What follows belongs to an exercise in optimizing a design on an open flow for small area, a short achievable clock period and few clock cycles; a production flow would make more cautious choices. Function was checked by simulation only, so behaviour that the tests miss may differ from the original. Power and IR drop assume default switching activity.

**flow/flow/run.sh**
```bash
#!/bin/bash
export BUFFER_PORTS_ARGS="-buffer_cell sky130_fd_sc_hd__buf_1"
export CTS_ARGS="-sink_clustering_enable -repair_clock_nets -dont_use_dummy_load -sink_clustering_size 20 -sink_clustering_max_diameter 80 -buf_list {sky130_fd_sc_hd__clkbuf_8 sky130_fd_sc_hd__clkbuf_16}"
bash standard.sh > standard.log 2>&1
```
**flow/standard.sh**
```bash
#!/bin/bash
# synth_recipe.tcl (not shown) runs the flow's synth.tcl, then flattens the netlist and writes it again
# the make line also repeats each setting of config.mk as NAME=value (left out here)
make -C /OpenROAD-flow-scripts/flow DESIGN_CONFIG=/design/flow/config.mk WORK_HOME=/design/flow/orfs CLKGATE_MAP_FILE= SYNTH_SCRIPT=/design/flow/synth_recipe.tcl "${@:-finish}"
```
**flow/config.mk**
```make
export PLATFORM = sky130hd
export DESIGN_NAME = tmc_decoder
export DESIGN_NICKNAME = tmc_decoder
export VERILOG_FILES = /design/flow/design.v
export SDC_FILE = /design/flow/constraint.sdc
export NUM_CORES = 4
export LEC_CHECK = 0
export CAP_MARGIN = 20
export CORE_MARGIN = 2
export CORE_UTILIZATION = 65
export SETUP_SLACK_MARGIN = 4.6
export SLEW_MARGIN = 20
```
**flow/constraint.sdc**
```tcl
create_clock -name core_clock -period 8.0 [get_ports {clk}]
set_input_delay 1.6000 -clock core_clock [delete_from_list [all_inputs] [get_ports {clk}]]
set_output_delay 1.6000 -clock core_clock [all_outputs]
set_load 0.01 [all_outputs]
```
**flow/design.v**
```verilog
module tmc_decoder (
    input  wire         clk,
    input  wire         rst,
    input  wire         in_valid,
    output wire         in_ready,
    input  wire [1:0]   in_op,        
    input  wire         in_clk,
    input  wire         in_dat,
    input  wire         in_stb,
    input  wire         cfg_clk_present,
    input  wire         cfg_dat_present,
    input  wire         cfg_stb_present,
    input  wire [31:0]  cfg_samplerate,
    input  wire [1:0]   cfg_radix,
    output wire         out_valid,
    input  wire         out_ready,
    output reg  [3:0]   out_kind,
    output reg  [15:0]  out_ss,
    output reg  [15:0]  out_es,
    output reg  [7:0]   out_val,
    output reg  [3:0]   out_nbits,
    output reg  [263:0] out_blist,    
    output reg  [47:0]  out_rate,
    output wire [1:0]   status_err,
    output wire [1:0]   out_radix
);
    localparam integer DIV_CYC   = 48;               
    localparam [1:0] FIND_START = 2'd0, FIND_DATA = 2'd1, FIND_ACK = 2'd2;
    localparam integer P_IDLE = 0, P_START = 1, P_LBIT = 2, P_PRE  = 3,
                       P_FBITS = 4, P_POST = 5, P_BYTE = 6, P_WAIT = 7,
                       P_RATE  = 8, P_STOP = 9, P_ACK  = 10;
    reg  [1:0]  state;
    reg         variant;         
    reg  [3:0]  n;               
    reg  [7:0]  value;
    reg  [15:0] ssn [0:8];       
    reg         svn [0:8];       
    reg         byte_seen;
    reg  [15:0] byte_ss;
    reg  [15:0] kc;              
    reg  [15:0] sn;
    reg  [2:0]  prev;            
    reg         started;
    reg  [1:0]  err;
    reg         c_stb;
    reg  [31:0] c_rate;
    reg  [1:0]  c_radix;
    reg  [10:0] ph;
    reg  [7:0]  bmn;             
    reg         o_ov, o_sssn, o_essn, o_k0, o_k1, o_k2;
    reg         o_es0, o_s7, o_s0, o_sr, o_rate, o_val;    
    reg  [3:0]  j;               
    reg         ninth;           
    reg         op_stop;         
    reg         has_rate;        
    reg         cur_d;           
    reg  [47:0] num;             
    reg  [15:0] rem;
    reg  [5:0]  dcnt;
    reg         dpha;            
    reg         dbit;            
    reg         busy;
    wire idle = ph[P_IDLE];
    assign in_ready   = idle;
    assign out_valid  = o_ov;
    assign status_err = err;
    assign out_radix  = c_radix;
    wire cur_stb  = c_stb & in_stb;
    wire stb_fall = c_stb &  prev[2] & ~cur_stb;
    wire stb_rise = c_stb & ~prev[2] &  cur_stb;
    wire dat_fall =  prev[1] & ~in_dat;
    wire dat_rise = ~prev[1] &  in_dat;
    wire clk_rise = ~prev[0] &  in_clk;
    wire clk_fall =  prev[0] & ~in_clk;
    wire is_start_3w = (state == FIND_START) && stb_fall;
    wire is_start_2w = (state == FIND_START) && !stb_fall && in_clk && dat_fall;
    wire is_start    = is_start_3w || is_start_2w;
    wire is_stop     = (state == FIND_DATA) && (stb_rise || (in_clk && dat_rise));
    wire is_bit      = (state == FIND_DATA) && !is_stop && clk_rise;
    wire is_ack      = (state == FIND_ACK) && clk_fall;
    wire take        = in_valid && idle;
    wire take_reset  = take && (in_op == 2'd1);
    wire take_sample = take && (in_op == 2'd0);
    wire running     = started && (err == 2'd0);
    wire take_run    = take_sample && running;
    wire rec_taken   = out_valid && out_ready;
    wire [15:0] sn1  = sn + 16'd1;
    wire        n_full = n[3];
    wire        kz   = (kc == 16'd0);
    wire [15:0] ss0 = ~ssn[0];
    wire [15:0] ss1 = ~ssn[1];
    wire [15:0] ss7 = ~ssn[7];
    integer i;
    always @(*) begin
        out_kind[0] = o_k0 | (ph[P_BYTE] & byte_seen) | (ph[P_ACK] & cur_d);
        out_kind[1] = o_k1;
        out_kind[2] = o_k2;
        out_kind[3] = ph[P_RATE];
        out_ss = ({16{o_sssn}} & sn) |
                 ({16{o_s7}} & ss7) |
                 ({16{o_s0}} & ss0) |
                 ({16{o_sr}} & byte_ss);
        out_es = ({16{o_es0}} & ss1) |
                 ({16{o_essn}} & sn);
        out_val = ({8{o_val}} & value) |
                  {7'd0, (ph[P_LBIT] & ~svn[7]) | (ph[P_FBITS] & ~svn[0])};
        out_nbits = {4{o_val}} & n;
        out_rate  = {48{o_rate}} & num;
        for (i = 0; i < 8; i = i + 1)
            out_blist[33*i +: 33] = ~({33{bmn[i]}} | {ssn[i+1], ssn[i], svn[i]});
    end
    wire [16:0] drs  = {rem, dbit};
    wire [16:0] drd  = drs - {1'b0, kc};
    wire [15:0] dr   = drd[16] ? drs[15:0] : drd[15:0];
    wire        dq   = ~drd[16];
    wire [47:0] nacc = {num[15:0], num[47:16]} + {16'd0, c_rate};
    wire        mv_take = idle && take_run && (state == FIND_DATA) &&
                          (is_stop ? (variant && n != 4'd0) : clk_rise);
    wire        rot     = ph[P_PRE] || ph[P_POST] || (ph[P_FBITS] && rec_taken) ||
                          (ph[P_BYTE] && rec_taken && !op_stop && !variant);
    wire        pfa     = ph[P_BYTE] && rec_taken && !op_stop && variant;
    integer q;
    always @(posedge clk) begin
        if (mv_take || rot) begin
            for (q = 0; q < 8; q = q + 1) begin
                ssn[q] <= ssn[q+1];
                svn[q] <= svn[q+1];
            end
            ssn[8] <= idle ? ~sn1 : ssn[0];
            svn[8] <= idle ? ~in_dat : svn[0];
        end else if (pfa) begin
            svn[8] <= ~cur_d;
        end
    end
    localparam [10:0] H_IDLE  = 11'd1 << P_IDLE,  H_START = 11'd1 << P_START,
                      H_LBIT  = 11'd1 << P_LBIT,  H_PRE   = 11'd1 << P_PRE,
                      H_FBITS = 11'd1 << P_FBITS, H_POST  = 11'd1 << P_POST,
                      H_BYTE  = 11'd1 << P_BYTE,  H_WAIT  = 11'd1 << P_WAIT,
                      H_RATE  = 11'd1 << P_RATE,  H_STOP  = 11'd1 << P_STOP,
                      H_ACK   = 11'd1 << P_ACK;
    wire div_last = busy && (dcnt == DIV_CYC - 1);
    reg  [10:0] phn;
    wire        rt     = rec_taken;
    wire        tk     = take_run;               
    wire        e_stop = tk && !is_start && is_stop;
    wire        e_bit  = tk && !is_start && !is_stop && is_bit;
    wire        e_ack  = tk && is_ack;
    wire        flush  = variant && n != 4'd0;
    wire        j7     = (j == 4'd7);
    wire        j8     = (j == 4'd8);
    wire        jl     = (j == n - 4'd1);
    wire        clr    = rst || take_reset;
    always @(*) begin
        phn[P_IDLE]  = (idle && !((tk && is_start) || e_stop || e_ack ||
                                  (e_bit && (n_full || (!variant && n != 4'd0))))) ||
                       ((ph[P_START] || ph[P_ACK] || ph[P_STOP]) && rt) ||
                       (ph[P_LBIT] && rt && !ninth) ||
                       (ph[P_BYTE] && rt && !op_stop);
        phn[P_START] = (tk && is_start) || (ph[P_START] && !rt);
        phn[P_LBIT]  = (e_bit && !variant && (n_full || n != 4'd0)) ||
                       (ph[P_LBIT] && !rt);
        phn[P_PRE]   = (e_stop && flush && !n_full) || (ph[P_PRE] && !j7);
        phn[P_FBITS] = (e_stop && flush && n_full) || (e_bit && n_full && variant) ||
                       (ph[P_PRE] && j7) || (ph[P_FBITS] && !(rt && jl));
        phn[P_POST]  = (ph[P_FBITS] && rt && jl) || (ph[P_POST] && !j8);
        phn[P_BYTE]  = (ph[P_LBIT] && rt && ninth) ||
                       (ph[P_POST] && j8) || (ph[P_BYTE] && !rt);
        phn[P_WAIT]  = (e_stop && !flush && !kz) ||
                       (ph[P_BYTE] && rt && op_stop && has_rate && busy && !div_last) ||
                       (ph[P_WAIT] && !div_last);
        phn[P_RATE]  = (ph[P_WAIT] && div_last) ||
                       (ph[P_BYTE] && rt && op_stop && has_rate && !(busy && !div_last)) ||
                       (ph[P_RATE] && !rt);
        phn[P_STOP]  = (e_stop && !flush && kz) ||
                       (ph[P_BYTE] && rt && op_stop && !has_rate) ||
                       (ph[P_RATE] && rt) || (ph[P_STOP] && !rt);
        phn[P_ACK]   = e_ack || (ph[P_ACK] && !rt);
        if (clr)
            phn = H_IDLE;
    end
    always @(posedge clk) begin
        ph     <= phn;
        o_ov   <= |(phn & (H_START | H_LBIT | H_FBITS | H_BYTE | H_RATE | H_STOP | H_ACK));
        o_sssn <= |(phn & (H_START | H_STOP));
        o_essn <= |(phn & (H_START | H_LBIT | H_BYTE | H_RATE | H_STOP | H_ACK));
        o_k0   <= |(phn & (H_START | H_LBIT | H_FBITS));
        o_k1   <= |(phn & (H_STOP | H_LBIT | H_FBITS | H_ACK));
        o_k2   <= |(phn & (H_BYTE | H_ACK));
        o_es0  <= phn[P_FBITS];
        o_s7   <= phn[P_LBIT] | phn[P_ACK];
        o_s0   <= phn[P_BYTE] | phn[P_FBITS];
        o_sr   <= phn[P_RATE];
        o_rate <= phn[P_RATE];
        o_val  <= phn[P_BYTE];
        for (i = 0; i < 8; i = i + 1)
            bmn[i] <= !(phn[P_BYTE] && (n > i));
    end
    always @(posedge clk) begin
        if (busy) begin
            dbit <= !dpha ? num[46] : (dcnt[3:0] == 4'd15) ? num[47] : num[14];
            if (dcnt[3:0] == 4'd15)
                dpha <= 1'b0;
            rem  <= dr;
            dcnt <= dcnt + 6'd1;
        end else begin
            rem  <= 16'd0;
            dcnt <= (num[15:0] == 16'd0) ? 6'd16 : 6'd0;
            dpha <= (num[15:0] != 16'd0);
            dbit <= (num[15:0] == 16'd0) ? num[47] : num[15];
        end
    end
    wire fs     = (state == FIND_START);
    wire num_en = busy || (take_run && (is_start || is_bit));
    wire kc_en  = take_run && !is_stop;
    wire sp_en  = take_sample && (!started || running);
    wire n_en   = (take_run && (is_start || (is_bit && !n_full))) ||
                  ((ph[P_STOP] || ph[P_BYTE]) && rec_taken);
    always @(posedge clk) begin
        if (num_en) begin
            if (busy) begin
                num[15:0] <= {num[14:0], dq};
                if (!dpha)
                    num[47:16] <= num[46:15];
            end else begin
                num <= fs ? 48'd0 : {nacc[31:0], nacc[47:32]};
            end
        end
        if (kc_en)
            kc <= fs ? 16'd0 : kc + 16'd1;
        if (sp_en) begin
            sn   <= started ? sn1 : 16'd0;
            prev <= {started ? cur_stb : cfg_stb_present & in_stb, in_dat, in_clk};
        end
        if (n_en) begin
            if (idle) begin
                n     <= fs ? 4'd0 : n + 4'd1;
                value <= fs ? 8'd0 : {in_dat, value[7:1]};
            end else if (ph[P_BYTE] && !op_stop && variant) begin
                n     <= 4'd1;               
                value <= {cur_d, 7'd0};
            end else begin
                n     <= 4'd0;
                value <= 8'd0;
            end
        end
    end
    always @(posedge clk) begin
        if (rst || take_reset) begin
            state     <= FIND_START;
            byte_ss   <= 16'd0;
            started   <= 1'b0;
            err       <= 2'd0;
            c_radix   <= 2'd0;
            busy      <= 1'b0;
        end else begin
            if (idle) begin
                has_rate <= !kz;
                j        <= n_full ? 4'd0 : n;
                ninth    <= n_full;
                cur_d    <= in_dat;
            end
            if (!started) begin
                c_stb  <= cfg_stb_present;
                c_rate <= cfg_samplerate;
            end
            if (div_last)
                busy <= 1'b0;
            if (idle) begin
                if (take_sample && !started) begin
                    started <= 1'b1;
                    c_radix <= cfg_radix;
                    if (!cfg_clk_present || !cfg_dat_present)
                        err <= 2'd1;
                    else if (cfg_samplerate == 32'd0)
                        err <= 2'd2;
                end else if (take_run) begin
                    if (is_start) begin
                        variant   <= is_start_3w;
                        byte_seen <= 1'b0;
                        state     <= FIND_DATA;
                    end else if (is_stop) begin
                        op_stop  <= 1'b1;
                        busy     <= !kz;
                    end else if (is_bit) begin
                        if (n_full) begin
                            if (variant)
                                byte_ss <= sn1;      
                            op_stop <= 1'b0;
                        end else begin
                            if (n == 4'd0)
                                byte_ss <= sn1;
                        end
                    end else if (is_ack) begin
                        state <= FIND_DATA;
                    end
                end
            end
            if (ph[P_STOP] && rec_taken)
                state <= FIND_START;
            if (ph[P_PRE]) begin
                j <= j + 4'd1;
                if (j == 4'd7)
                    j <= 4'd0;
            end
            if (ph[P_FBITS] && rec_taken) begin
                j <= j + 4'd1;
                if (j == n - 4'd1)
                    j <= n;
            end
            if (ph[P_POST])
                j <= j + 4'd1;
            if (ph[P_BYTE] && rec_taken) begin
                byte_seen <= 1'b1;
                if (!op_stop && !variant)
                    state <= FIND_ACK;
            end
        end
    end
endmodule
```
==> out/qor.csv, run 1 <==
stage,metric,value,unit
status,outcome,finished clean,
finish,FF/Latch Area,10270,µm²
sta,Worst-Margin Slew,0.9852,ns
clocking,H-tree Lvls,1,
critical_path,critical path depth,8,
hold_path,Hold Crit Class,flop to flop,
global_routing,GRT Residual Overflow,0,
synth,Yosys top cell area share,47.52,%
floorplan,row count,61,
clocking,Sink Count,366,
sta,Final Max Slew Viols,0,
sta,clk_skew,0.01587,ns
synth,"top cells by area, synth","edfxtp_1, dfxtp_1, nor2_1",
clocking,cts hold-fix bufs,0,
finish,fin nets,2307,
routing,final WL,54.97,mm
sta,RSZ-0062 raised after global routing,true,
synth,mapped cell area,18450,µm²
critical_path,R2R cell count,8,
critical_path,CP max-delay cell,nor4_2,
power,maximum vdd drop,0.0001690,V
floorplan,I/O pin count,412,
global_routing,vias in the first global route,14100,
finish,footprint of the multi-input gates,7697,µm²
routing,Pre-antenna DRT Iters,6,
global_routing,initial antenna violation count,5,
sta,slew margin rel.,34.07,%
power,Pwr per Cell Area,156.7,nW/µm²
floorplan,die area,29750,µm²
clocking,clock latency at the later pin of the worst-skew pair,0.53,ns
critical_path,Setup CP Type,primary input to flop,
floorplan,die height,172.5,µm
clocking,Worst-path clk slew,0.08,ns
clocking,CTS tree,yes,
finish,share of cells above drive strength 1,4.275,%
finish,final instance area,21020,µm²
synth,most frequent cells after synthesis,"nor2_1, edfxtp_1, nand2_1",
sta,Tcrit/Tclk final,42.72,%
place,IO buf count,411,
synth,cells after synthesis,1843,
hold_path,WHS Path Cells,1,
clocking,CTS Buffer Depth,3,
place,Area after DPL,20200,µm²
synth,distinct cell type count after synthesis,67,
synth,number of flops mapped to enable cells by yosys,292,
synth,synth warn,3,
routing,DRT antenna net count,0,
routing,DR iter-0 viols,1869,
critical_path,CP Capture Type,flop,
routing,Avg WL per Cell,21.31,µm
clocking,root buffer cell,clkbuf_16,
finish,fillcell total,2015,
global_routing,first-pass GRT wire length,80.11,mm
synth,main flop type after synthesis,edfxtp_1,
synth,"count leader, synth",nor2_1,
critical_path,crit-path max cell delay,0.55,ns
sta,Setup TNS Final,0,ns
critical_path,critical path peak fanout,82,
critical_path,Worst R2R Setup Slack,4.85,ns
floorplan,die extent in x,172.5,µm
floorplan,core area,27860,µm²
floorplan,Initial Utilization,66.24,%
sta,final setup fails,0,
synth,post-synth top area cell,edfxtp_1,
run,max-cap violations,0,
routing,routed via count,15790,
clocking,CTS Buf Count,22,
power,Power Total,3.295,mW
critical_path,critical path arrival,3.60,ns
sta,Max Freq,292.6,MHz
critical_path,crit-path cells,buf_1 -> nand3b_1 -> o21ai_2 -> nor4_2 -> a31o_2 -> a21oi_2 -> nand2b_4 -> buf_12,
synth,Async SR Flop Fraction,0,%
critical_path,critical path required time,8.18,ns
critical_path,CP bufs+invs,2,
critical_path,CP top delay family,simple AND/OR/NAND/NOR gates,
synth,net count after synthesis,1949,
routing,Vias/cell,6.120,
sta,Hold Slack,0.4491,ns
power,Lkg Pwr,7.413,nW
finish,Area Growth Syn to Fin,13.91,%
place,Routability Congestion,0.9598,
sta,Final Critical Period,3.418,ns
synth,"Seq/Total Area, Yosys",55.54,%
critical_path,CP Launch Type,primary input,
synth,#FFs+latches synth,366,
sta,"Hold Violations, Final",0,
synth,synthesized area per cell,10.01,µm²
routing,DR DRC count,0,
global_routing,Tot GR Track Use,35.53,%
global_routing,largest net degree at the start of global routing,83,
place,HPWL Detailed,38.62,mm
## report_power, final
part           switching, mW  internal, mW  leakage [nW]
combinational         0.0930        0.0562          3.84
sequential            0.0154          2.05          3.30
clock                  0.591         0.489         0.271
total                  0.699          2.60          7.41
## per-layer routing
metal	share of wire (%)	wire (µm)	track usage, %	vias up
met5	0.051	28	0	-
met4	3.1	1679	11.14	4
met3	12	6452	8.560	115
met2	45	24740	53.58	940
met1	40	22080	51.18	7479
li1	-	-	-	7251
## kinds of logic (layout without fill, tap and decap cells)
family | count (synthesis) | in the layout | synth area share, %
AO/OA/AOI/OAI | 353 | 354 | 12.13
XOR/XNOR | 80 | 80 | 3.797
adder cells (fa/ha/maj) | 60 | 60 | 4.149
buffers and inverters | 160 | 513 | 3.390
flip-flops | 366 | 366 | 55.54
multiplexers | 13 | 13 | 0.7051
other | 0 | 3 | 0
AND/OR/NAND/NOR | 811 | 813 | 20.29
## sequential cells by signal (all words and copies together), names as in the netlist, 6 cells and up
name / flops
rem: 16
c_rate: 32
value: 8
bmn: 8
num: 48
sn: 16
ph: 11
svn: 9
byte_ss: 16
ssn: 144
dcnt: 6
kc: 16
## path summary, 6_finish.rpt
check        startpoint    endpoint
max reg2reg        busy        o_ov
max              in_stb  ssn[0][14]
min reg2reg     dcnt[0]     dcnt[0]
min             dcnt[0]     dcnt[0]
## through the flow
step | util [%] | cells | worst slack, ns
final | 75.46 | 2580 | 4.582
after global routing | 75.45 | 2579 | 4.491
after CTS | 75.17 | 2573 | 4.627
after detailed placement | 72.52 | 2540 | 3.180
after global placement | 72.52 | 2540 | 3.275
after floorplan | - | 1843 | 4.081
## cell type report
type,instances,area share [%]
Inverter,57,1.054
Tap cell,378,2.250
Antenna cell,3,0.03571
Multi-Input combinational cell,1320,36.62
Clock buffer,22,2.619
Sequential cell,366,48.85
Timing Repair Buffer,434,8.571
## cells in the final DEF (no fill, tap or decap), drive strengths merged, types with 6 or more instances in the layout
cell	count
a211oi	23
a21o	21
xor2	29
ha	58
nand2	159
or3	10
o21ai	127
mux2i	13
edfxtp	292
nand3	57
xnor2	51
dfxtp	74
o21bai	8
o211ai	12
and3	29
a31oi	12
o31ai	14
nor3	15
o311ai	6
buf	433
nand4	25
a21oi	70
nor2	366
nor2b	25
a221o	19
and2	69
o21a	10
nor4	19
inv	55
clkbuf	23
nand2b	16
## what timing repair did
| item | 4_1_cts | 5_1_grt |
|---|---|---|
| endpoints found under the setup margin | 354 | 188 |
| cloned | 3 | 0 |
| gates resized for setup | 17 | 18 |
| buffers inserted | 8 | 4 |
Testbench counts, summed over its fixed seeds: cycles 70,746.
==> run 2: changes to the inputs <==
--- a/flow/config.mk
+++ b/flow/config.mk
@@ -10,3 +10,3 @@
 export CORE_UTILIZATION = 65
-export SETUP_SLACK_MARGIN = 4.6
+export SETUP_SLACK_MARGIN = 4.7
 export SLEW_MARGIN = 20
==> run 2 against run 1 <==
Clock power about the same; largest cell class unchanged; sequential power about the same; largest power group unchanged; critical path type is now flop to output pin; non-clock buffer count up 25; sequential share of layout area down 0.76 points.
==> out/qor.csv, run 2 <==
stage,metric,value,unit
synth,Async SR Flop Fraction,0,%
clocking,clock latency at the later pin of the worst-skew pair,0.54,ns
routing,Top Layer Used,met5,
routing,DRT antenna net count,0,
global_routing,largest net degree at the start of global routing,88,
sta,Final Critical Period,3.351,ns
global_routing,Tot GR Track Use,36.71,%
critical_path,critical path arrival,1.75,ns
critical_path,Setup CP Type,flop to output pin,
status,outcome,finished clean,
sta,Setup TNS Final,0,ns
power,Switching Share,21.44,%
synth,post-synth top area cell,edfxtp_1,
critical_path,critical path required time,6.40,ns
clocking,CTS Buffer Depth,3,
place,HPWL Detailed,39.43,mm
synth,mapped cell area,18450,µm²
critical_path,R2R cell count,12,
synth,mux cell area share after synthesis,0.7051,%
floorplan,die height,172.5,µm
synth,cells after synthesis,1843,
synth,distinct cell type count after synthesis,67,
synth,net count after synthesis,1949,
power,Seq pwr share,62.4,%
power,Power Total,3.307,mW
floorplan,row count,61,
power,Comb power frac,4.7,%
routing,Vias/cell,6.265,
clocking,CTS Buf Count,22,
finish,final instance area,21380,µm²
sta,slew margin rel.,32.86,%
sta,RSZ-0062 raised after global routing,true,
run,max-cap violations,0,
synth,Post-Synth Adder-Cell Area,4.149,%
routing,final WL,56.88,mm
clocking,H-tree Lvls,1,
routing,Avg WL per Cell,21.83,µm
place,IO buf count,411,
synth,#FFs+latches synth,366,
synth,Yosys top cell area share,47.52,%
finish,register name with the most flops,ssn,
sta,Max Freq,298.4,MHz
routing,Pre-antenna DRT Iters,9,
sta,final setup fails,0,
floorplan,I/O pin count,412,
routing,WL met3,7.127,mm
clocking,cts hold-fix bufs,0,
clocking,Worst-path clk slew,0.09,ns
hold_path,Hold Crit Class,flop to flop,
finish,Area Growth Syn to Fin,15.86,%
critical_path,critical path peak fanout,4,
synth,"Seq/Total Area, Yosys",55.54,%
synth,synthesized area per cell,10.01,µm²
sta,Final Max Slew Viols,0,
synth,Synth Area in Compound Gates,12.13,%
floorplan,core area,27860,µm²
finish,fin nets,2333,
synth,most frequent cells after synthesis,"nor2_1, edfxtp_1, nand2_1",
sta,Tcrit/Tclk final,41.89,%
floorplan,Initial Utilization,66.24,%
floorplan,die area,29750,µm²
routing,routed via count,16320,
hold_path,WHS Path Cells,0,
global_routing,vias in the first global route,14380,
finish,most frequent cells in the layout,"buf_1, nor2_1, edfxtp_1, nand2_1, o21ai_0",
place,Area after DPL,20200,µm²
finish,"leading cell type in the layout, fill and taps excluded",buf_1,
clocking,root buffer cell,clkbuf_16,
clocking,Sink Count,366,
place,Routability Congestion,0.9799,
finish,Regs by FF count,"ssn x144, num x48, c_rate x32",
synth,main flop type after synthesis,edfxtp_1,
routing,DR DRC count,0,
routing,WL met1,22.02,mm
finish,share of cells above drive strength 1,7.146,%
sta,Worst-Margin Slew,1.007,ns
power,Internal Pwr Total,2.598,mW
power,maximum vdd drop,0.0001652,V
critical_path,CP Launch Type,flop,
global_routing,first-pass GRT wire length,82.74,mm
global_routing,GRT Residual Overflow,0,
finish,Finished Core Util,76.75,%
finish,max reg flops,144,
power,Net Sw Power,709.1,µW
global_routing,initial antenna violation count,5,
routing,metal2 WL,25.73,mm
synth,largest family of logic cells by synthesized area,simple AND/OR/NAND/NOR gates,
synth,Synth Area in XOR/XNOR,3.797,%
critical_path,Worst R2R Setup Slack,4.96,ns
floorplan,die extent in x,172.5,µm
power,Lkg Pwr,7.664,nW
routing,DR iter-0 viols,2284,
synth,number of flops mapped to enable cells by yosys,292,
critical_path,CP Capture Type,output pin,
synth,"top cells by area, synth","edfxtp_1, dfxtp_1, nor2_1",
power,Pwr per Cell Area,154.7,nW/µm²
sta,"Hold Violations, Final",0,
power,clock share of power,32.9,%
synth,synth warn,3,
synth,Synth Area in Simple Gates,20.29,%
clocking,CTS tree,yes,
sta,clk_skew,0.02366,ns
synth,"count leader, synth",nor2_1,
run 2: cell types whose count changed in the layout (fill, tap and decap cells not counted), moves of 2 or more:
cell      before  now
o21ai_2        2    7
o21ai_1       14   20
buf_1        410  390
clkbuf_2       1    8
o21ai_0      111   99
buf_2          0   13
buf_8          1    3
nor2_2         1    4
dfxtp_1       64   58
dfxtp_2        7   11
dfxtp_4        3    5
nor2_1       364  361
buf_4         15   37
run 2: cell type report:
class,count,area (µm²)
tap,378,473.0
antenna,2,5.005
sequential,366,10280
fill,1973,6477
timing repair inverter,1,5.005
clock buffer,22,550.5
timing repair buffer,459,2054
multi-input combinational,1320,7789
inverter,57,221.5
run 2: repair_timing:
action | CTS | global route
endpoints found under the setup margin | 376 | 218
buffers inserted | 19 | 17
gates cloned | 5 | 0
resized for setup | 40 | 58
pin swaps | 1 | 4
run 2: metrics by stage:
step	worst slack [ns]	instances	hold slack (ns)
finish	4.649	2605	0.4415
global route	4.621	2604	0.4510
CTS	4.612	2585	0.4373
detailed placement	3.228	2539	0.4171
global placement	3.298	2539	0.4180
floorplan	4.081	1843	0.4003
run 2: per-layer routing:
layer | up-vias | global-route usage [%]
li1 | 7306 | -
met3 | 147 | 9.384
met2 | 1085 | 55.90
met4 | 2 | 11.95
met5 | - | 0
met1 | 7780 | 51.87
run 2: worst paths after layout:
check,from,end
worst max-delay path,ph[4],out_es[12]
worst min-delay path,svn[8],svn[7]
worst max register to register,num[16],num[40]
worst min register to register,svn[8],svn[7]
run 2: cell families (layout without fill, tap and decap cells):
kind of cell             Yosys count  in the layout
AO/OA/AOI/OAI                    353            354
XOR/XNOR                          80             80
multiplexers                      13             13
AND/OR/NAND/NOR                  811            813
buffers and inverters            160            539
other                              0              2
adder cells (fa/ha/maj)           60             60
flip-flops                       366            366
run 2: power by group through the flow:
stage | sequential [mW] | clock, mW | combinational [mW]
after floorplan | 2.10 | 0 | 0.106
after global placement | 2.11 | 0 | 0.140
after detailed placement | 2.11 | 0 | 0.144
after CTS | 2.07 | 1.09 | 0.147
after global routing | 2.07 | 1.15 | 0.169
final | 2.06 | 1.09 | 0.154
run 2: critical path, stage by stage, from the launching register on:
cell and delay [ns]:
dfxtp_4 0.40, clkinvlp_2 0.25, o21ai_0 0.36, buf_1 0.20

[port drivers added, routing unchanged]
No port has a modelled driver above. Below, the same layouts with a new extraction and two added sets of constraints.
Step 1 sets driving cells, clkbuf_16 on the clock port and buf_2 on the other inputs (assumed; they add their load-dependent delay and slew).
Step 2 moves the port delays by t, midway between the first and last clock arrival at a register: inputs arrive t later, outputs are due t later. That takes back most of the time a late clock gives input paths.
a / b / c = no drivers / after step 1 / after step 2; a / b = the first two.
run | shift t [ns] | setup WS [ns] | cell pins on the clock port's net
run 1 | 0.576 | 4.582 / 4.558 / 4.008 | 1
run 2 | 0.585 | 4.649 / 4.593 / 4.171 | 1
After both steps every run listed still meets setup and hold. The setup slack of run 1, which loses most, moves by -0.024 ns with the drivers and by -0.574 ns with both steps.
